This is an optimization exercise on Yosys and OpenROAD, whose aim is small area, a short achievable clock period and few clock cycles, not a production implementation. Function was not checked in any run shown here: the RTL went through the layout flow alone.

==> flow/design.v <==
module pcm_scaler (
    input  wire        clk,
    input  wire        rst,           
    input  wire        cfg_wr,
    input  wire        cfg_w16,       
    input  wire        cfg_signed,    
    input  wire        cfg_order,     
    input  wire        gain_wr,
    input  wire [31:0] gain_data,     
    output wire [16:0] gain_q,
    input  wire        in_valid,
    input  wire [7:0]  in_byte,
    output reg         in_ready,
    output reg         out_valid,
    output reg  [15:0] out_duty,
    input  wire        out_ready
);
    reg        a_w16;
    reg        a_signed;
    reg        a_order;
    reg [16:0] g;
    reg        g_max;         
    assign gain_q = g;
    always @(posedge clk) begin
        if (rst) begin
            a_w16    <= 1'b0;
            a_signed <= 1'b0;
            a_order  <= 1'b0;
            g        <= 17'h10000;
            g_max    <= 1'b1;
        end else begin
            if (cfg_wr) begin
                a_w16    <= cfg_w16;
                a_signed <= cfg_signed;
                a_order  <= cfg_order;
            end
            if (gain_wr) begin
                if (gain_data[31]) begin
                    g     <= 17'd0;
                    g_max <= 1'b0;
                end else if (|gain_data[30:17] || (gain_data[16] && |gain_data[15:0])) begin
                    g     <= 17'h10000;
                    g_max <= 1'b1;
                end else begin
                    g     <= gain_data[16:0];
                    g_max <= gain_data[16];
                end
            end
        end
    end
    reg        have_b0;
    reg [7:0]  b0;
    wire in_fire  = in_valid && in_ready;
    wire complete = in_fire && (!a_w16 || have_b0);
    wire ld_b0    = a_w16 && !have_b0;
    wire ld       = in_ready && (!a_w16 || have_b0);
    reg [6:0]  xr;            
    reg        x7p;           
    reg        x7n;           
    reg [7:0]  hi;            
    reg [15:0] gs;            
    reg        m_valid;
    reg        m_w16;
    reg        m_pass2;       
    reg        k_lo;          
    reg        k_mid;         
    wire flip = !a_signed;    
    wire do_p1, do_p2, do_8;
    always @(posedge clk) begin
        if (rst) begin
            have_b0 <= 1'b0;
        end else begin
            if (in_fire && a_w16 && !have_b0) begin
                have_b0 <= 1'b1;
            end else if (in_fire) begin
                have_b0 <= 1'b0;
            end
            if (cfg_wr)
                have_b0 <= 1'b0;
        end
        if (ld_b0)
            b0 <= in_byte;
        if (ld) begin
            m_w16 <= a_w16;
            gs <= g[15:0] | {16{g_max}};
            if (!a_w16) begin
                k_lo  <= in_byte[7] ^ flip;
                k_mid <= 1'b0;
            end else if (a_order) begin
                hi  <= {b0[7] ^ flip, b0[6:0]};
                k_lo  <= b0[7] ^ flip;
                k_mid <= b0[7] ^ flip;
            end else begin
                hi  <= {in_byte[7] ^ flip, in_byte[6:0]};
                k_lo  <= in_byte[7] ^ flip;
                k_mid <= in_byte[7] ^ flip;
            end
        end else if (do_p1) begin
            k_lo  <= 1'b0;
            k_mid <= 1'b0;
        end
    end
    reg [6:0] x_nx;
    reg       x7p_nx, x7n_nx;
    always @(*) begin
        x_nx   = xr;
        x7p_nx = x7p;
        x7n_nx = x7n;
        if (ld) begin
            if (!a_w16) begin
                x_nx   = in_byte[6:0];
                x7p_nx = 1'b0;
                x7n_nx = in_byte[7] ^ flip;
            end else if (a_order) begin
                x_nx   = in_byte[6:0];
                x7p_nx = in_byte[7];
                x7n_nx = 1'b0;
            end else begin
                x_nx   = b0[6:0];
                x7p_nx = b0[7];
                x7n_nx = 1'b0;
            end
        end else if (do_p1) begin
            x_nx   = hi[6:0];
            x7p_nx = 1'b0;
            x7n_nx = hi[7];
        end
    end
    reg [6:0] xr_b;
    reg       x7p_b, x7n_b;
    always @(posedge clk) begin
        xr  <= x_nx;
        x7p <= x7p_nx;
        x7n <= x7n_nx;
        if (rst) begin
            xr_b  <= 7'd0;
            x7p_b <= 1'b0;
            x7n_b <= 1'b0;
        end else begin
            xr_b  <= x_nx;
            x7p_b <= x7p_nx;
            x7n_b <= x7n_nx;
        end
    end
    wire [6:0]  xa  = xr;
    wire [6:0]  xb  = xr_b;
    wire        x7pa = x7p, x7na = x7n, x7pb = x7p_b, x7nb = x7n_b;
    wire [15:0] g_  = gs;
    wire [15:0] a   = {!m_pass2, {8{k_mid}}, {7{k_lo}}} | ({16{m_pass2}} & out_duty);
    wire m0 = ~(xa[0] & g_[0]);
    wire m1 = ~(xa[0] & g_[1]);
    wire m2 = ~(xa[0] & g_[2]);
    wire m3 = ~(xa[0] & g_[3]);
    wire m4 = ~(xa[0] & g_[4]);
    wire m5 = ~(xa[0] & g_[5]);
    wire m6 = ~(xa[0] & g_[6]);
    wire m7 = ~(xa[0] & g_[7]);
    wire m8 = ~(xb[0] & g_[8]);
    wire m9 = ~(xb[0] & g_[9]);
    wire m10 = ~(xb[0] & g_[10]);
    wire m11 = ~(xb[0] & g_[11]);
    wire m12 = ~(xb[0] & g_[12]);
    wire m13 = ~(xb[0] & g_[13]);
    wire m14 = ~(xb[0] & g_[14]);
    wire m15 = ~(xb[0] & g_[15]);
    wire m16 = ~(xa[1] & g_[0]);
    wire m17 = ~(xa[1] & g_[1]);
    wire m18 = ~(xa[1] & g_[2]);
    wire m19 = ~(xa[1] & g_[3]);
    wire m20 = ~(xa[1] & g_[4]);
    wire m21 = ~(xa[1] & g_[5]);
    wire m22 = ~(xa[1] & g_[6]);
    wire m23 = ~(xa[1] & g_[7]);
    wire m24 = ~(xb[1] & g_[8]);
    wire m25 = ~(xb[1] & g_[9]);
    wire m26 = ~(xb[1] & g_[10]);
    wire m27 = ~(xb[1] & g_[11]);
    wire m28 = ~(xb[1] & g_[12]);
    wire m29 = ~(xb[1] & g_[13]);
    wire m30 = ~(xb[1] & g_[14]);
    wire m31 = ~(xb[1] & g_[15]);
    wire m32 = ~(xa[2] & g_[0]);
    wire m33 = ~(xa[2] & g_[1]);
    wire m34 = ~(xa[2] & g_[2]);
    wire m35 = ~(xa[2] & g_[3]);
    wire m36 = ~(xa[2] & g_[4]);
    wire m37 = ~(xa[2] & g_[5]);
    wire m38 = ~(xa[2] & g_[6]);
    wire m39 = ~(xa[2] & g_[7]);
    wire m40 = ~(xb[2] & g_[8]);
    wire m41 = ~(xb[2] & g_[9]);
    wire m42 = ~(xb[2] & g_[10]);
    wire m43 = ~(xb[2] & g_[11]);
    wire m44 = ~(xb[2] & g_[12]);
    wire m45 = ~(xb[2] & g_[13]);
    wire m46 = ~(xb[2] & g_[14]);
    wire m47 = ~(xb[2] & g_[15]);
    wire m48 = ~(xa[3] & g_[0]);
    wire m49 = ~(xa[3] & g_[1]);
    wire m50 = ~(xa[3] & g_[2]);
    wire m51 = ~(xa[3] & g_[3]);
    wire m52 = ~(xa[3] & g_[4]);
    wire m53 = ~(xa[3] & g_[5]);
    wire m54 = ~(xa[3] & g_[6]);
    wire m55 = ~(xa[3] & g_[7]);
    wire m56 = ~(xb[3] & g_[8]);
    wire m57 = ~(xb[3] & g_[9]);
    wire m58 = ~(xb[3] & g_[10]);
    wire m59 = ~(xb[3] & g_[11]);
    wire m60 = ~(xb[3] & g_[12]);
    wire m61 = ~(xb[3] & g_[13]);
    wire m62 = ~(xb[3] & g_[14]);
    wire m63 = ~(xb[3] & g_[15]);
    wire m64 = ~(xa[4] & g_[0]);
    wire m65 = ~(xa[4] & g_[1]);
    wire m66 = ~(xa[4] & g_[2]);
    wire m67 = ~(xa[4] & g_[3]);
    wire m68 = ~(xa[4] & g_[4]);
    wire m69 = ~(xa[4] & g_[5]);
    wire m70 = ~(xa[4] & g_[6]);
    wire m71 = ~(xa[4] & g_[7]);
    wire m72 = ~(xb[4] & g_[8]);
    wire m73 = ~(xb[4] & g_[9]);
    wire m74 = ~(xb[4] & g_[10]);
    wire m75 = ~(xb[4] & g_[11]);
    wire m76 = ~(xb[4] & g_[12]);
    wire m77 = ~(xb[4] & g_[13]);
    wire m78 = ~(xb[4] & g_[14]);
    wire m79 = ~(xb[4] & g_[15]);
    wire m80 = ~(xa[5] & g_[0]);
    wire m81 = ~(xa[5] & g_[1]);
    wire m82 = ~(xa[5] & g_[2]);
    wire m83 = ~(xa[5] & g_[3]);
    wire m84 = ~(xa[5] & g_[4]);
    wire m85 = ~(xa[5] & g_[5]);
    wire m86 = ~(xa[5] & g_[6]);
    wire m87 = ~(xa[5] & g_[7]);
    wire m88 = ~(xb[5] & g_[8]);
    wire m89 = ~(xb[5] & g_[9]);
    wire m90 = ~(xb[5] & g_[10]);
    wire m91 = ~(xb[5] & g_[11]);
    wire m92 = ~(xb[5] & g_[12]);
    wire m93 = ~(xb[5] & g_[13]);
    wire m94 = ~(xb[5] & g_[14]);
    wire m95 = ~(xb[5] & g_[15]);
    wire m96 = ~(xa[6] & g_[0]);
    wire m97 = ~(xa[6] & g_[1]);
    wire m98 = ~(xa[6] & g_[2]);
    wire m99 = ~(xa[6] & g_[3]);
    wire m100 = ~(xa[6] & g_[4]);
    wire m101 = ~(xa[6] & g_[5]);
    wire m102 = ~(xa[6] & g_[6]);
    wire m103 = ~(xa[6] & g_[7]);
    wire m104 = ~(xb[6] & g_[8]);
    wire m105 = ~(xb[6] & g_[9]);
    wire m106 = ~(xb[6] & g_[10]);
    wire m107 = ~(xb[6] & g_[11]);
    wire m108 = ~(xb[6] & g_[12]);
    wire m109 = ~(xb[6] & g_[13]);
    wire m110 = ~(xb[6] & g_[14]);
    wire m111 = ~(xb[6] & g_[15]);
    wire m112 = ~((x7pa & g_[0]) | (x7na & ~g_[0]));
    wire m113 = ~((x7pa & g_[1]) | (x7na & ~g_[1]));
    wire m114 = ~((x7pa & g_[2]) | (x7na & ~g_[2]));
    wire m115 = ~((x7pa & g_[3]) | (x7na & ~g_[3]));
    wire m116 = ~((x7pa & g_[4]) | (x7na & ~g_[4]));
    wire m117 = ~((x7pa & g_[5]) | (x7na & ~g_[5]));
    wire m118 = ~((x7pa & g_[6]) | (x7na & ~g_[6]));
    wire m119 = ~((x7pa & g_[7]) | (x7na & ~g_[7]));
    wire m120 = ~((x7pb & g_[8]) | (x7nb & ~g_[8]));
    wire m121 = ~((x7pb & g_[9]) | (x7nb & ~g_[9]));
    wire m122 = ~((x7pb & g_[10]) | (x7nb & ~g_[10]));
    wire m123 = ~((x7pb & g_[11]) | (x7nb & ~g_[11]));
    wire m124 = ~((x7pb & g_[12]) | (x7nb & ~g_[12]));
    wire m125 = ~((x7pb & g_[13]) | (x7nb & ~g_[13]));
    wire m126 = ~((x7pb & g_[14]) | (x7nb & ~g_[14]));
    wire m127 = ~((x7pb & g_[15]) | (x7nb & ~g_[15]));
    wire s128, c128;
    pcm_hai u128 (.a(m5), .b(m20), .s(s128), .co(c128));
    wire s129, c129;
    pcm_fa u129 (.a(m6), .b(m21), .c(m36), .s(s129), .co(c129));
    wire s130, c130;
    pcm_hai u130 (.a(m51), .b(m66), .s(s130), .co(c130));
    wire s131, c131;
    pcm_fa u131 (.a(m7), .b(m22), .c(m37), .s(s131), .co(c131));
    wire s132, c132;
    pcm_fa u132 (.a(m52), .b(m67), .c(m82), .s(s132), .co(c132));
    wire s133, c133;
    pcm_hai u133 (.a(m97), .b(m112), .s(s133), .co(c133));
    wire s134, c134;
    pcm_fa u134 (.a(m8), .b(m23), .c(m38), .s(s134), .co(c134));
    wire s135, c135;
    pcm_fa u135 (.a(m53), .b(m68), .c(m83), .s(s135), .co(c135));
    wire s136, c136;
    pcm_fa u136 (.a(m98), .b(m113), .c(~(a[8])), .s(s136), .co(c136));
    wire s137, c137;
    pcm_fa u137 (.a(m9), .b(m24), .c(m39), .s(s137), .co(c137));
    wire s138, c138;
    pcm_fa u138 (.a(m54), .b(m69), .c(m84), .s(s138), .co(c138));
    wire s139, c139;
    pcm_fa u139 (.a(m99), .b(m114), .c(~(a[9])), .s(s139), .co(c139));
    wire s140, c140;
    pcm_fa u140 (.a(m10), .b(m25), .c(m40), .s(s140), .co(c140));
    wire s141, c141;
    pcm_fa u141 (.a(m55), .b(m70), .c(m85), .s(s141), .co(c141));
    wire s142, c142;
    pcm_fa u142 (.a(m100), .b(m115), .c(~(a[10])), .s(s142), .co(c142));
    wire s143, c143;
    pcm_fa u143 (.a(m11), .b(m26), .c(m41), .s(s143), .co(c143));
    wire s144, c144;
    pcm_fa u144 (.a(m56), .b(m71), .c(m86), .s(s144), .co(c144));
    wire s145, c145;
    pcm_fa u145 (.a(m101), .b(m116), .c(~(a[11])), .s(s145), .co(c145));
    wire s146, c146;
    pcm_fa u146 (.a(m12), .b(m27), .c(m42), .s(s146), .co(c146));
    wire s147, c147;
    pcm_fa u147 (.a(m57), .b(m72), .c(m87), .s(s147), .co(c147));
    wire s148, c148;
    pcm_fa u148 (.a(m102), .b(m117), .c(~(a[12])), .s(s148), .co(c148));
    wire s149, c149;
    pcm_fa u149 (.a(m13), .b(m28), .c(m43), .s(s149), .co(c149));
    wire s150, c150;
    pcm_fa u150 (.a(m58), .b(m73), .c(m88), .s(s150), .co(c150));
    wire s151, c151;
    pcm_fa u151 (.a(m103), .b(m118), .c(~(a[13])), .s(s151), .co(c151));
    wire s152, c152;
    pcm_fa u152 (.a(m14), .b(m29), .c(m44), .s(s152), .co(c152));
    wire s153, c153;
    pcm_fa u153 (.a(m59), .b(m74), .c(m89), .s(s153), .co(c153));
    wire s154, c154;
    pcm_fa u154 (.a(m104), .b(m119), .c(~(a[14])), .s(s154), .co(c154));
    wire s155, c155;
    pcm_fa u155 (.a(m15), .b(m30), .c(m45), .s(s155), .co(c155));
    wire s156, c156;
    pcm_fa u156 (.a(m60), .b(m75), .c(m90), .s(s156), .co(c156));
    wire s157, c157;
    pcm_fa u157 (.a(m105), .b(m120), .c(~(a[15])), .s(s157), .co(c157));
    wire s158, c158;
    pcm_fa u158 (.a(m31), .b(m46), .c(m61), .s(s158), .co(c158));
    wire s159, c159;
    pcm_fa u159 (.a(m76), .b(m91), .c(m106), .s(s159), .co(c159));
    wire s160, c160;
    pcm_fa u160 (.a(m47), .b(m62), .c(m77), .s(s160), .co(c160));
    wire s161, c161;
    pcm_hai u161 (.a(m3), .b(m18), .s(s161), .co(c161));
    wire s162, c162;
    pcm_fa u162 (.a(m4), .b(m19), .c(m34), .s(s162), .co(c162));
    wire s163, c163;
    pcm_hai u163 (.a(m49), .b(m64), .s(s163), .co(c163));
    wire s164, c164;
    pcm_fa u164 (.a(m35), .b(m50), .c(m65), .s(s164), .co(c164));
    wire s165, c165;
    pcm_fa u165 (.a(m80), .b(~(a[5])), .c(s128), .s(s165), .co(c165));
    wire s166, c166;
    pcm_fa u166 (.a(m81), .b(m96), .c(~(a[6])), .s(s166), .co(c166));
    wire s167, c167;
    pcm_fa u167 (.a(c128), .b(s129), .c(s130), .s(s167), .co(c167));
    wire s168, c168;
    pcm_fa u168 (.a(~(a[7])), .b(c129), .c(c130), .s(s168), .co(c168));
    wire s169, c169;
    pcm_fa u169 (.a(s131), .b(s132), .c(s133), .s(s169), .co(c169));
    wire s170, c170;
    pcm_fa u170 (.a(c131), .b(c132), .c(c133), .s(s170), .co(c170));
    wire s171, c171;
    pcm_fa u171 (.a(s134), .b(s135), .c(s136), .s(s171), .co(c171));
    wire s172, c172;
    pcm_fa u172 (.a(c134), .b(c135), .c(c136), .s(s172), .co(c172));
    wire s173, c173;
    pcm_fa u173 (.a(s137), .b(s138), .c(s139), .s(s173), .co(c173));
    wire s174, c174;
    pcm_fa u174 (.a(c137), .b(c138), .c(c139), .s(s174), .co(c174));
    wire s175, c175;
    pcm_fa u175 (.a(s140), .b(s141), .c(s142), .s(s175), .co(c175));
    wire s176, c176;
    pcm_fa u176 (.a(c140), .b(c141), .c(c142), .s(s176), .co(c176));
    wire s177, c177;
    pcm_fa u177 (.a(s143), .b(s144), .c(s145), .s(s177), .co(c177));
    wire s178, c178;
    pcm_fa u178 (.a(c143), .b(c144), .c(c145), .s(s178), .co(c178));
    wire s179, c179;
    pcm_fa u179 (.a(s146), .b(s147), .c(s148), .s(s179), .co(c179));
    wire s180, c180;
    pcm_fa u180 (.a(c146), .b(c147), .c(c148), .s(s180), .co(c180));
    wire s181, c181;
    pcm_fa u181 (.a(s149), .b(s150), .c(s151), .s(s181), .co(c181));
    wire s182, c182;
    pcm_fa u182 (.a(c149), .b(c150), .c(c151), .s(s182), .co(c182));
    wire s183, c183;
    pcm_fa u183 (.a(s152), .b(s153), .c(s154), .s(s183), .co(c183));
    wire s184, c184;
    pcm_fa u184 (.a(c152), .b(c153), .c(c154), .s(s184), .co(c184));
    wire s185, c185;
    pcm_fa u185 (.a(s155), .b(s156), .c(s157), .s(s185), .co(c185));
    wire s186, c186;
    pcm_fa u186 (.a(m121), .b(c155), .c(c156), .s(s186), .co(c186));
    wire s187, c187;
    pcm_fa u187 (.a(c157), .b(s158), .c(s159), .s(s187), .co(c187));
    wire s188, c188;
    pcm_fa u188 (.a(m92), .b(m107), .c(m122), .s(s188), .co(c188));
    wire s189, c189;
    pcm_fa u189 (.a(c158), .b(c159), .c(s160), .s(s189), .co(c189));
    wire s190, c190;
    pcm_fa u190 (.a(m63), .b(m78), .c(m93), .s(s190), .co(c190));
    wire s191, c191;
    pcm_fa u191 (.a(m108), .b(m123), .c(c160), .s(s191), .co(c191));
    wire s192, c192;
    pcm_fa u192 (.a(m79), .b(m94), .c(m109), .s(s192), .co(c192));
    wire s193, c193;
    pcm_hai u193 (.a(m2), .b(m17), .s(s193), .co(c193));
    wire s194, c194;
    pcm_fa u194 (.a(m33), .b(m48), .c(~(a[3])), .s(s194), .co(c194));
    wire s195, c195;
    pcm_fa u195 (.a(~(a[4])), .b(c161), .c(s162), .s(s195), .co(c195));
    wire s196, c196;
    pcm_fa u196 (.a(c162), .b(c163), .c(s164), .s(s196), .co(c196));
    wire s197, c197;
    pcm_fa u197 (.a(c164), .b(c165), .c(s166), .s(s197), .co(c197));
    wire s198, c198;
    pcm_fa u198 (.a(c166), .b(c167), .c(s168), .s(s198), .co(c198));
    wire s199, c199;
    pcm_fa u199 (.a(c168), .b(c169), .c(s170), .s(s199), .co(c199));
    wire s200, c200;
    pcm_fa u200 (.a(c170), .b(c171), .c(s172), .s(s200), .co(c200));
    wire s201, c201;
    pcm_fa u201 (.a(c172), .b(c173), .c(s174), .s(s201), .co(c201));
    wire s202, c202;
    pcm_fa u202 (.a(c174), .b(c175), .c(s176), .s(s202), .co(c202));
    wire s203, c203;
    pcm_fa u203 (.a(c176), .b(c177), .c(s178), .s(s203), .co(c203));
    wire s204, c204;
    pcm_fa u204 (.a(c178), .b(c179), .c(s180), .s(s204), .co(c204));
    wire s205, c205;
    pcm_fa u205 (.a(c180), .b(c181), .c(s182), .s(s205), .co(c205));
    wire s206, c206;
    pcm_fa u206 (.a(c182), .b(c183), .c(s184), .s(s206), .co(c206));
    wire s207, c207;
    pcm_fa u207 (.a(c184), .b(c185), .c(s186), .s(s207), .co(c207));
    wire s208, c208;
    pcm_fa u208 (.a(c186), .b(c187), .c(s188), .s(s208), .co(c208));
    wire s209, c209;
    pcm_fa u209 (.a(c188), .b(c189), .c(s190), .s(s209), .co(c209));
    wire s210, c210;
    pcm_fa u210 (.a(m124), .b(c190), .c(c191), .s(s210), .co(c210));
    wire s211, c211;
    pcm_fa u211 (.a(m95), .b(m110), .c(m125), .s(s211), .co(c211));
    wire s212, c212;
    pcm_hai u212 (.a(m1), .b(m16), .s(s212), .co(c212));
    wire s213, c213;
    pcm_fa u213 (.a(m32), .b(~(a[2])), .c(s193), .s(s213), .co(c213));
    wire s214, c214;
    pcm_fa u214 (.a(s161), .b(c193), .c(s194), .s(s214), .co(c214));
    wire s215, c215;
    pcm_fa u215 (.a(s163), .b(c194), .c(s195), .s(s215), .co(c215));
    wire s216, c216;
    pcm_fa u216 (.a(s165), .b(c195), .c(s196), .s(s216), .co(c216));
    wire s217, c217;
    pcm_fa u217 (.a(s167), .b(c196), .c(s197), .s(s217), .co(c217));
    wire s218, c218;
    pcm_fa u218 (.a(s169), .b(c197), .c(s198), .s(s218), .co(c218));
    wire s219, c219;
    pcm_fa u219 (.a(s171), .b(c198), .c(s199), .s(s219), .co(c219));
    wire s220, c220;
    pcm_fa u220 (.a(s173), .b(c199), .c(s200), .s(s220), .co(c220));
    wire s221, c221;
    pcm_fa u221 (.a(s175), .b(c200), .c(s201), .s(s221), .co(c221));
    wire s222, c222;
    pcm_fa u222 (.a(s177), .b(c201), .c(s202), .s(s222), .co(c222));
    wire s223, c223;
    pcm_fa u223 (.a(s179), .b(c202), .c(s203), .s(s223), .co(c223));
    wire s224, c224;
    pcm_fa u224 (.a(s181), .b(c203), .c(s204), .s(s224), .co(c224));
    wire s225, c225;
    pcm_fa u225 (.a(s183), .b(c204), .c(s205), .s(s225), .co(c225));
    wire s226, c226;
    pcm_fa u226 (.a(s185), .b(c205), .c(s206), .s(s226), .co(c226));
    wire s227, c227;
    pcm_fa u227 (.a(s187), .b(c206), .c(s207), .s(s227), .co(c227));
    wire s228, c228;
    pcm_fa u228 (.a(s189), .b(c207), .c(s208), .s(s228), .co(c228));
    wire s229, c229;
    pcm_fa u229 (.a(s191), .b(c208), .c(s209), .s(s229), .co(c229));
    wire s230, c230;
    pcm_fa u230 (.a(s192), .b(c209), .c(s210), .s(s230), .co(c230));
    wire s231, c231;
    pcm_fa u231 (.a(c192), .b(c210), .c(s211), .s(s231), .co(c231));
    wire s232, c232;
    pcm_fa u232 (.a(m111), .b(m126), .c(c211), .s(s232), .co(c232));
    wire [23:0] ta = {~(x7na), m127, c231, c230, c229, c228, c227, c226, c225, c224, c223, c222, c221, c220, c219, c218, c217, c216, c215, c214, c213, c212, ~(a[1]), m0};
    wire [23:0] tb = {1'b1, c232, s232, s231, s230, s229, s228, s227, s226, s225, s224, s223, s222, s221, s220, s219, s218, s217, s216, s215, s214, s213, s212, ~(a[0])};
    wire [23:0] tsum = ta + tb + 24'd1;
    wire [15:0] rh = ~tsum[23:8];
    reg        s_valid;
    reg [7:0]  s_v;
    wire pop     = out_valid && out_ready;
    wire push_ok = !s_valid || out_ready;
    wire empty_n = !s_valid && (!out_valid || out_ready);    
    assign do_p1 = m_valid && m_w16 && !m_pass2 && empty_n;
    assign do_p2 = m_valid && m_pass2;
    assign do_8  = m_valid && !m_w16 && push_ok;
    wire   m_done = do_p2 || do_8;
    wire [7:0]  v8   = {~rh[15], rh[14:8]};
    wire [15:0] mres = m_w16 ? {rh[15] ^ m_pass2, rh[14:0]} : {v8, v8};
    wire to_s = do_8 && out_valid && !pop;
    always @(posedge clk) begin
        if (rst) begin
            out_valid <= 1'b0;
            s_valid   <= 1'b0;
        end else begin
            if (!out_valid || pop)
                out_valid <= s_valid || do_8 || do_p2;
            if (s_valid && pop)
                s_valid <= do_8;
            else if (to_s)
                s_valid <= 1'b1;
        end
        if (!out_valid || pop)
            out_duty <= s_valid ? {s_v, s_v} : mres;
        if (s_valid ? pop : to_s)
            s_v <= v8;
    end
    always @(posedge clk) begin
        if (rst) begin
            m_valid <= 1'b0;
            m_pass2 <= 1'b0;
        end else begin
            if (complete) begin
                m_valid <= 1'b1;
                m_pass2 <= 1'b0;
            end else if (m_done) begin
                m_valid <= 1'b0;
                m_pass2 <= 1'b0;
            end else if (do_p1) begin
                m_pass2 <= 1'b1;
            end
        end
    end
    reg  nx_w16, nx_have_b0, nx_m_valid, nx_m_w16, nx_m_pass2, nx_s_valid;
    always @(*) begin
        nx_w16     = cfg_wr ? cfg_w16 : a_w16;
        nx_have_b0 = !cfg_wr && (in_fire ? (a_w16 && !have_b0) : have_b0);
        nx_m_valid = complete || (m_valid && !m_done);
        nx_m_w16   = ld ? a_w16 : m_w16;
        nx_m_pass2 = !complete && !m_done && (m_pass2 || do_p1);
        nx_s_valid = (s_valid && pop) ? do_8 : (s_valid || to_s);
    end
    always @(posedge clk) begin
        if (rst)
            in_ready <= 1'b1;
        else
            in_ready <= (nx_w16 && !nx_have_b0) || !nx_m_valid ||
                        (nx_m_w16 ? nx_m_pass2 : !nx_s_valid);
    end
endmodule
module pcm_fa (input wire a, input wire b, input wire c, output wire s, output wire co);
    assign s  = a ^ b ^ c;
    assign co = (a & b) | (a & c) | (b & c);
endmodule
module pcm_hai (input wire a, input wire b, output wire s, output wire co);
    assign s  = ~(a ^ b);
    assign co = a | b;
endmodule
==> flow/flow/run.sh <==
#!/bin/bash
# Own layout flow: the standard ORFS flow (standard synthesis, floorplan,
# placement, CTS, routing) unchanged, except that the ports are buffered with
# the small sky130_fd_sc_hd__buf_1 instead of the delay buffer buffer_ports
# picks by default. Each run's full output goes to a log in this folder.
set -euo pipefail
export BUFFER_PORTS_ARGS="-buffer_cell sky130_fd_sc_hd__buf_1"
bash standard.sh finish > standard_flow.log 2>&1
==> flow/standard.sh <==
#!/bin/bash
# synth_recipe.tcl (not shown) runs the flow's synth.tcl, then flattens the netlist and writes it again
# the make line also repeats each setting of config.mk as NAME=value (left out here)
make -C /OpenROAD-flow-scripts/flow DESIGN_CONFIG=/design/flow/config.mk WORK_HOME=/design/flow/orfs CLKGATE_MAP_FILE= SYNTH_SCRIPT=/design/flow/synth_recipe.tcl "${@:-finish}"
==> flow/config.mk <==
export PLATFORM = sky130hd
export DESIGN_NAME = pcm_scaler
export DESIGN_NICKNAME = pcm_scaler
export VERILOG_FILES = /design/flow/design.v
export SDC_FILE = /design/flow/constraint.sdc
export NUM_CORES = 4
export LEC_CHECK = 0
export CAP_MARGIN = 20
export CORE_MARGIN = 2
export CORE_UTILIZATION = 40
export SLEW_MARGIN = 20
export SYNTH_HIERARCHICAL = 1
export SYNTH_MINIMUM_KEEP_SIZE = 0
==> flow/constraint.sdc <==
create_clock -name core_clock -period 15.0 [get_ports {clk}]
set_input_delay 3.0000 -clock core_clock [delete_from_list [all_inputs] [get_ports {clk}]]
set_output_delay 3.0000 -clock core_clock [all_outputs]
set_load 0.01 [all_outputs]
==> results of run 1 <==
-- flip-flops by register name, summed over array words and instances (netlist names), 7 cells and up --
signal	cells
g	16
gs	16
out_duty	16
b0	8
hi	8
s_v	8
xr	7
xr_b	7
-- per-stage QoR --
| step | utilization [%] | cells | instance area (um^2) | worst slack (ps) |
|---|---|---|---|---|
| floorplan | - | 784 | 8000 | 10220 |
| global placement | 43.2 | 1078 | 8430 | 9940 |
| detailed placement | 43.2 | 1078 | 8430 | 9900 |
| CTS | 44.7 | 1094 | 8730 | 9890 |
| global route | 44.7 | 1094 | 8730 | 9590 |
| finish | 44.7 | 1094 | 8730 | 9900 |
-- worst max-delay path by stage --
stage                     slack [ps]  startpoint          end  cells after the start
after floorplan                10220     m_pass2  out_duty[6]                     17
after global placement          9940     m_pass2  out_duty[6]                     14
after detailed placement        9900     m_pass2  out_duty[6]                     14
after CTS                       9890     m_pass2  out_duty[6]                     14
after global routing            9590     m_pass2  out_duty[6]                     14
final                           9900     m_pass2  out_duty[6]                     14
-- kinds of logic after synthesis --
logic type	count (synthesis)	share of synthesized area, %
flip-flops	103	33.0
adder cells (fa/ha/maj)	127	29.1
buffers and inverters	98	4.83
AO/OA/AOI/OAI	130	10.5
multiplexers	34	4.41
XOR/XNOR	17	1.86
AND/OR/NAND/NOR	275	16.3
-- modules after synthesis (local to each module, per instance) --
module	cell area [um^2]	flip-flops and latches	cells inside
pcm_hai	27.5	0	5
pcm_fa	20.0	0	1
pcm_scaler	5850	103	651
-- cell usage in the layout (no fill, tap or decap), types with 3 or more instances in the layout --
cell,n
o21ba_2,3
fa_1,98
clkbuf_16,10
and3_1,6
nor4_1,7
a31oi_1,7
mux2i_1,24
edfxtp_1,58
a21oi_1,55
nand2b_1,5
nand4_1,4
xnor2_1,11
or2_2,16
nor3_1,3
nand2_1,148
a21o_1,3
dfxtp_1,45
buf_1,83
o31ai_1,4
mux2_2,10
a211oi_1,8
o21ai_0,19
nor2_1,30
ha_1,29
xor2_1,6
o31a_1,3
nor2b_1,40
nand3_1,5
o21a_1,4
inv_1,42
-- metal layers --
layer | wire length, um | track usage, % | vias to the layer above
li1 | - | - | 2708
met4 | 379 | 5.54 | 0
met5 | 0 | 0 | -
met3 | 753 | 3.07 | 26
met2 | 9120 | 31.3 | 147
met1 | 8560 | 24.1 | 2844
-- tightest hold or removal path: stages (launching register included) --
cell and delay, ps:
dfxtp_1 320, nand2b_1 70, a21oi_1 50
-- layout make-up --
type	instances	area (um^2)
Fill cell	1881	10800
Multi-Input combinational cell	583	4970
Inverter	42	158
Clock buffer	11	254
Tap cell	265	332
Sequential cell	103	2640
Timing Repair Buffer	85	327
Clock inverter	5	47.5
==> results.sh, run 1 <==
export IMPL_grt_first_pass_wirelength_um=31000
export IMPL_crit_chain="a21oi_1 -> fa_1 -> fa_1 -> fa_1 -> fa_1 -> ha_1 -> a21oi_1 -> o211a_1 -> o211ai_2 -> o2111ai_2 -> a211oi_1 -> or2_1 -> a31o_1 -> o31a_1"
export IMPL_max_freq_mhz=196
export IMPL_crit_buf_inv=0
export IMPL_r2r_end="out_duty[6]"
export IMPL_root_buffer="clkbuf_16"
export IMPL_yosys_warnings=7
export IMPL_tightest_slew_ps=1080
export IMPL_wl_per_cell_um=17.2
export IMPL_clock_latency_ps=350
export IMPL_timing_setup_tns_ps=0
export IMPL_clock_path_buffers=2
export IMPL_rows=51
export IMPL_drt_iter0_drc=305
export IMPL_drc=0
export IMPL_netlist_area_um2=8000
export IMPL_clock_sinks=103
export IMPL_gp_congestion=0.877
export IMPL_nets=1000
export IMPL_slew_viol_final=0
export IMPL_crit_fanout=20
export IMPL_min_path_cells=2
export IMPL_setup_violations=0
export IMPL_required_ps=15110
export IMPL_ys_types=64
export IMPL_start_util_pct=41.0
export IMPL_min_delay_start="g[3]"
export IMPL_rsz0062_at_grt="no"
export IMPL_rr_startpoint="m_pass2"
export IMPL_ys_ff_latch=103
export IMPL_hold_class="reg -> reg"
export IMPL_slowest_delay_ps=810
export IMPL_grt_max_degree=35
export IMPL_finClkSkew_ps=10.7
export IMPL_drtAntennaViolNets=0
export IMPL_h_tree_depth=3
export IMPL_ff2ff_path_depth=14
export IMPL_start_kind="flop"
export IMPL_tritoncts_num_buffers=9
export IMPL_cp_slowest_cell="dfxtp_1"
export IMPL_path_delay_family="adder cells"
export IMPL_syn_area_per_cell_um2=10.2
export IMPL_grt_overflow=0
export IMPL_core_area_um2=19500
export IMPL_cpMostUsedCell="fa_1"
export IMPL_fin_crit_ps=5100
export IMPL_dr_total_vias=5725
export IMPL_clk_pin_slew_ps=70
export IMPL_drv_cap=0
export IMPL_fin_crit_sh_pct=34.0
export IMPL_cts_setup_buffers=0
export IMPL_worst_ep_arrival_time_ps=5210
export IMPL_netlist_top_cells_count="nand2_1, fa_1, edfxtp_1"
export IMPL_via_per_inst=5.23
export IMPL_die_x_um=145
export IMPL_synthFlopType="edfxtp_1"
export IMPL_yosysMostFrequentCell="nand2_1"
export IMPL_synth_edf_count=58
export IMPL_yosysSeqAreaShare_pct=33.0
export IMPL_cts_hold_buffers=0
export IMPL_grt_pass1_vias=5942
export IMPL_dieArea_um2=21100
export IMPL_wirelength_um=18800
export IMPL_antenna_found_initial=0
export IMPL_io_pins=84
export IMPL_yosysTopAreaCellShare_pct=24.5
export IMPL_crit_type="reg -> reg"
export IMPL_grt_usage_pct=18.4
export IMPL_hold_end="g[3]"
export IMPL_hold_worst_slack_ps=485
export IMPL_drive_gt1_share_pct=6.88
export IMPL_hpwl_um=15000
export IMPL_portBuffers=83
export IMPL_rrSetupSlack_ps=9900
export IMPL_synthCells=784
export IMPL_diodes=0
export IMPL_critPathCaptureType="flop"
export IMPL_status="no timing/DRC/antenna violations"
export IMPL_ys_top_cells_by_area="fa_1, edfxtp_1, dfxtp_1, nand2_1, ha_1"
export IMPL_yosys_area_top_type="fa_1"
export IMPL_die_h_um=145
export IMPL_synthToLayoutAreaGrowth_pct=9.13
export IMPL_hold_viol=0
export IMPL_slew_headroom_pct=27.7
export IMPL_async_reset_ff_share_pct=0
export IMPL_first_pass_iters=5
export IMPL_cts_resized_gates=0
export IMPL_cts_tree="done"
==> run 2: changes to the inputs <==
--- a/flow/design.v
+++ b/flow/design.v
@@ -63,4 +63,5 @@
     reg        m_w16;
     reg        m_pass2;       
+    reg        k_top;         
     reg        k_lo;          
     reg        k_mid;         
@@ -83,4 +84,5 @@
         if (ld) begin
             m_w16 <= a_w16;
+            k_top <= 1'b1;
             gs <= g[15:0] | {16{g_max}};
             if (!a_w16) begin
@@ -97,4 +99,5 @@
             end
         end else if (do_p1) begin
+            k_top <= 1'b0;
             k_lo  <= 1'b0;
             k_mid <= 1'b0;
@@ -147,5 +150,6 @@
     wire        x7pa = x7p, x7na = x7n, x7pb = x7p_b, x7nb = x7n_b;
     wire [15:0] g_  = gs;
-    wire [15:0] a   = {!m_pass2, {8{k_mid}}, {7{k_lo}}} | ({16{m_pass2}} & out_duty);
+    wire [15:0] a   = {k_top, {8{k_mid}}, {7{k_lo}}} |
+                      ({{8{!k_top}}, {8{m_pass2}}} & out_duty);
     wire m0 = ~(xa[0] & g_[0]);
     wire m1 = ~(xa[0] & g_[1]);
@@ -277,9 +281,9 @@
     wire m127 = ~((x7pb & g_[15]) | (x7nb & ~g_[15]));
     wire s128, c128;
-    pcm_hai u128 (.a(m5), .b(m20), .s(s128), .co(c128));
+    pcm_fa u128 (.a(m5), .b(m20), .c(1'b1), .s(s128), .co(c128));
     wire s129, c129;
     pcm_fa u129 (.a(m6), .b(m21), .c(m36), .s(s129), .co(c129));
     wire s130, c130;
-    pcm_hai u130 (.a(m51), .b(m66), .s(s130), .co(c130));
+    pcm_fa u130 (.a(m51), .b(m66), .c(1'b1), .s(s130), .co(c130));
     wire s131, c131;
     pcm_fa u131 (.a(m7), .b(m22), .c(m37), .s(s131), .co(c131));
@@ -287,5 +291,5 @@
     pcm_fa u132 (.a(m52), .b(m67), .c(m82), .s(s132), .co(c132));
     wire s133, c133;
-    pcm_hai u133 (.a(m97), .b(m112), .s(s133), .co(c133));
+    pcm_fa u133 (.a(m97), .b(m112), .c(1'b1), .s(s133), .co(c133));
     wire s134, c134;
     pcm_fa u134 (.a(m8), .b(m23), .c(m38), .s(s134), .co(c134));
@@ -343,9 +347,9 @@
     pcm_fa u160 (.a(m47), .b(m62), .c(m77), .s(s160), .co(c160));
     wire s161, c161;
-    pcm_hai u161 (.a(m3), .b(m18), .s(s161), .co(c161));
+    pcm_fa u161 (.a(m3), .b(m18), .c(1'b1), .s(s161), .co(c161));
     wire s162, c162;
     pcm_fa u162 (.a(m4), .b(m19), .c(m34), .s(s162), .co(c162));
     wire s163, c163;
-    pcm_hai u163 (.a(m49), .b(m64), .s(s163), .co(c163));
+    pcm_fa u163 (.a(m49), .b(m64), .c(1'b1), .s(s163), .co(c163));
     wire s164, c164;
     pcm_fa u164 (.a(m35), .b(m50), .c(m65), .s(s164), .co(c164));
@@ -407,5 +411,5 @@
     pcm_fa u192 (.a(m79), .b(m94), .c(m109), .s(s192), .co(c192));
     wire s193, c193;
-    pcm_hai u193 (.a(m2), .b(m17), .s(s193), .co(c193));
+    pcm_fa u193 (.a(m2), .b(m17), .c(1'b1), .s(s193), .co(c193));
     wire s194, c194;
     pcm_fa u194 (.a(m33), .b(m48), .c(~(a[3])), .s(s194), .co(c194));
@@ -445,5 +449,5 @@
     pcm_fa u211 (.a(m95), .b(m110), .c(m125), .s(s211), .co(c211));
     wire s212, c212;
-    pcm_hai u212 (.a(m1), .b(m16), .s(s212), .co(c212));
+    pcm_fa u212 (.a(m1), .b(m16), .c(1'b1), .s(s212), .co(c212));
     wire s213, c213;
     pcm_fa u213 (.a(m32), .b(~(a[2])), .c(s193), .s(s213), .co(c213));
@@ -556,6 +560,2 @@
     assign co = (a & b) | (a & c) | (b & c);
 endmodule
-module pcm_hai (input wire a, input wire b, output wire s, output wire co);
-    assign s  = ~(a ^ b);
-    assign co = a | b;
-endmodule
--- a/flow/config.mk
+++ b/flow/config.mk
@@ -9,4 +9,6 @@
 export CORE_MARGIN = 2
 export CORE_UTILIZATION = 40
+export CTS_BUF_LIST = sky130_fd_sc_hd__clkbuf_8
+export CTS_CLUSTER_SIZE = 24
 export SLEW_MARGIN = 20
 export SYNTH_HIERARCHICAL = 1
==> run 2 against run 1 <==
Net effect: still clean; non-clock buffer count rose by 1; via count is 7.4% higher; wire length increased by 10%; synthesized cell count grew 2.3%; die area increased by 2.7%; final area rose by 1.8%; synthesized area increased by 2.8%; clock-buffer cell count did not move; first-iteration DRC count up 36%; largest cell class unchanged; highest routed layer unchanged.
==> results.sh, run 2 <==
export IMPL_drt_iter0_drc=415
export IMPL_crit_type="reg -> reg"
export IMPL_synthFlopType="edfxtp_1"
export IMPL_drv_cap=0
export IMPL_status="no timing/DRC/antenna violations"
export IMPL_cts_tree="done"
export IMPL_ys_top_cells_by_area="fa_1, edfxtp_1, dfxtp_1, nand2_1, ha_1"
export IMPL_portBuffers=83
export IMPL_diodes=0
export IMPL_final_common_cell="nand2_1"
export IMPL_synthCells=802
export IMPL_tritoncts_num_buffers=9
export IMPL_start_kind="flop"
export IMPL_h_tree_depth=3
export IMPL_gp_congestion=0.872
export IMPL_netlist_top_cells_count="nand2_1, fa_1, edfxtp_1"
export IMPL_yosys_warnings=7
export IMPL_root_buffer="clkbuf_8"
export IMPL_hold_viol=0
export IMPL_ys_types=73
export IMPL_nets=1021
export IMPL_first_pass_iters=5
export IMPL_rsz0062_at_grt="no"
export IMPL_grt_pass1_vias=6342
export IMPL_setup_violations=0
export IMPL_grt_first_pass_wirelength_um=34100
export IMPL_yosysTopAreaCellShare_pct=25.6
export IMPL_grt_max_degree=35
export IMPL_tightest_slew_ps=820
export IMPL_async_reset_ff_share_pct=0
export IMPL_n_fill_cell=1983
export IMPL_critPathCaptureType="flop"
export IMPL_drtAntennaViolNets=0
export IMPL_io_pins=84
export IMPL_drive_gt1_share_pct=6.47
export IMPL_wl_per_cell_um=18.5
export IMPL_drc=0
export IMPL_fin_crit_ps=4990
export IMPL_slew_viol_final=0
export IMPL_slew_headroom_pct=45.2
export IMPL_place_area_um2=8670
export IMPL_layout_common_cells="nand2_1, fa_1, buf_1"
export IMPL_clock_latency_ps=380
export IMPL_cts_resized_gates=0
export IMPL_syn_area_per_cell_um2=10.3
export IMPL_rows=52
export IMPL_pre_cts_ws_ps=10040
export IMPL_max_freq_mhz=200
export IMPL_grt_usage_pct=20.1
export IMPL_worst_ep_arrival_time_ps=5240
export IMPL_antenna_found_initial=0
export IMPL_via_per_inst=5.49
export IMPL_yosys_area_top_type="fa_1"
export IMPL_yosysSeqAreaShare_pct=32.4
export IMPL_crit_fanout=15
export IMPL_hold_class="reg -> reg"
export IMPL_fin_crit_sh_pct=33.3
export IMPL_start_util_pct=40.6
export IMPL_netlist_area_um2=8220
export IMPL_clk_pin_slew_ps=110
export IMPL_required_ps=15250
export IMPL_finClkSkew_ps=13.2
export IMPL_dr_total_vias=6148
export IMPL_timing_setup_tns_ps=0
export IMPL_die_x_um=147
export IMPL_yosysMostFrequentCell="nand2_1"
export IMPL_ys_ff_latch=104
export IMPL_hpwl_um=16800
export IMPL_cts_setup_buffers=0
export IMPL_cts_hold_buffers=0
export IMPL_clock_sinks=104
export IMPL_dieArea_um2=21700
export IMPL_wirelength_um=20800
export IMPL_grt_overflow=0
export IMPL_clock_path_buffers=2
export IMPL_top_regs="g: 16 flops, gs: 16 flops, out_duty: 16 flops"
export IMPL_synthToLayoutAreaGrowth_pct=8.10
export IMPL_core_area_um2=20200
export IMPL_stdcell_area_um2=8890
export IMPL_finalWorstSetupSlack_ps=10010
export IMPL_synth_edf_count=58
export IMPL_finish_utilization_pct=43.9
export IMPL_die_h_um=147
==> run 2: cell families after synthesis <==
group	after synthesis	share of synthesized area, %
and+or+nand+nor	294	16.3
AOI/OAI and AO/OA	156	12.8
adders and majority gates	127	28.9
DFF	104	32.4
buffers and inverters	71	3.45
muxes	35	4.43
xor gates and xnor gates	14	1.67
other	1	0.0456
==> run 2: area by class of cell <==
class	count	area, um^2	share of cell area [%]
Timing Repair Buffer	86	334	3.76
Inverter	11	41.3	0.465
Multi-Input combinational cell	633	5300	59.6
Clock buffer	11	151	1.70
Sequential cell	104	2660	30.0
Clock inverter	5	62.6	0.704
Tap cell	270	338	3.80
==> run 2: final timing paths <==
check	cells past startpoint	end	from	slack, ps
worst max-delay path	13	out_duty[5]	x7n	10010
worst min-delay path	2	out_duty[10]	s_v[2]	540
worst max register to register	13	out_duty[5]	x7n	10010
worst min register to register	2	out_duty[10]	s_v[2]	540
==> run 2: metrics by stage <==
step | instances | hold slack, ps
floorplan | 808 | 495
global placement | 1104 | 514
detailed placement | 1104 | 520
CTS | 1120 | 543
global route | 1120 | 586
finish | 1120 | 541
==> run 2: Yosys stat by module, one instance, submodules excluded <==
module / cells inside / flip-flops and latches / area [um^2] / copies in the design
pcm_scaler: 697 / 104 / 6120 / 1
pcm_fa: 1 / 0 / 20.0 / 105
==> run 2: worst max-delay path, cell delays in order, from the launching register on <==
cell and delay, ps:
dfxtp_1 680, mux2i_1 200, fa_1 510, fa_1 400, fa_1 550, fa_1 420
ha_1 470, a21oi_4 230, o21ai_2 70, a211o_1 300, a41oi_2 240, or4b_1 470
o211ai_2 120, o2111a_1 220
==> run 2: metal layers <==
metal	share of wire [%]	wire (um)	vias to the layer above	global-route usage [%]
li1	-	-	2867	-
met1	45	9270	2981	27.0
met2	45	9420	252	32.5
met3	7.0	1450	48	4.38
met4	3.0	633	0	6.92
met5	0	0	-	0

static timing again, ports no longer ideal:
The results above use ideal ports. As a check the final layouts listed here were re-extracted and re-timed, cells and wires unchanged.
Step 1 (the two cells are an assumption about what drives the block):
set clk [get_ports {clk}]
set_driving_cell -lib_cell sky130_fd_sc_hd__clkbuf_16 $clk
set_driving_cell -lib_cell sky130_fd_sc_hd__buf_2 [delete_from_list [all_inputs] $clk]
Step 2 times the ports against the registers' clock, not the clock port: input delays grow and output delays shrink by t, the midpoint of the rising clock arrivals with the driver on.
Slacks: no drivers / after step 1 / after step 2; pairs: no drivers / after step 1.
run | shift t [ns] | setup WS [ns] | pins driven straight from the clock port
run 1 | 0.384 | 9.896 / 9.896 / 9.896 | 1
run 2 | 0.410 | 10.012 / 10.012 / 10.012 | 1
After both steps every run listed still meets setup and hold.
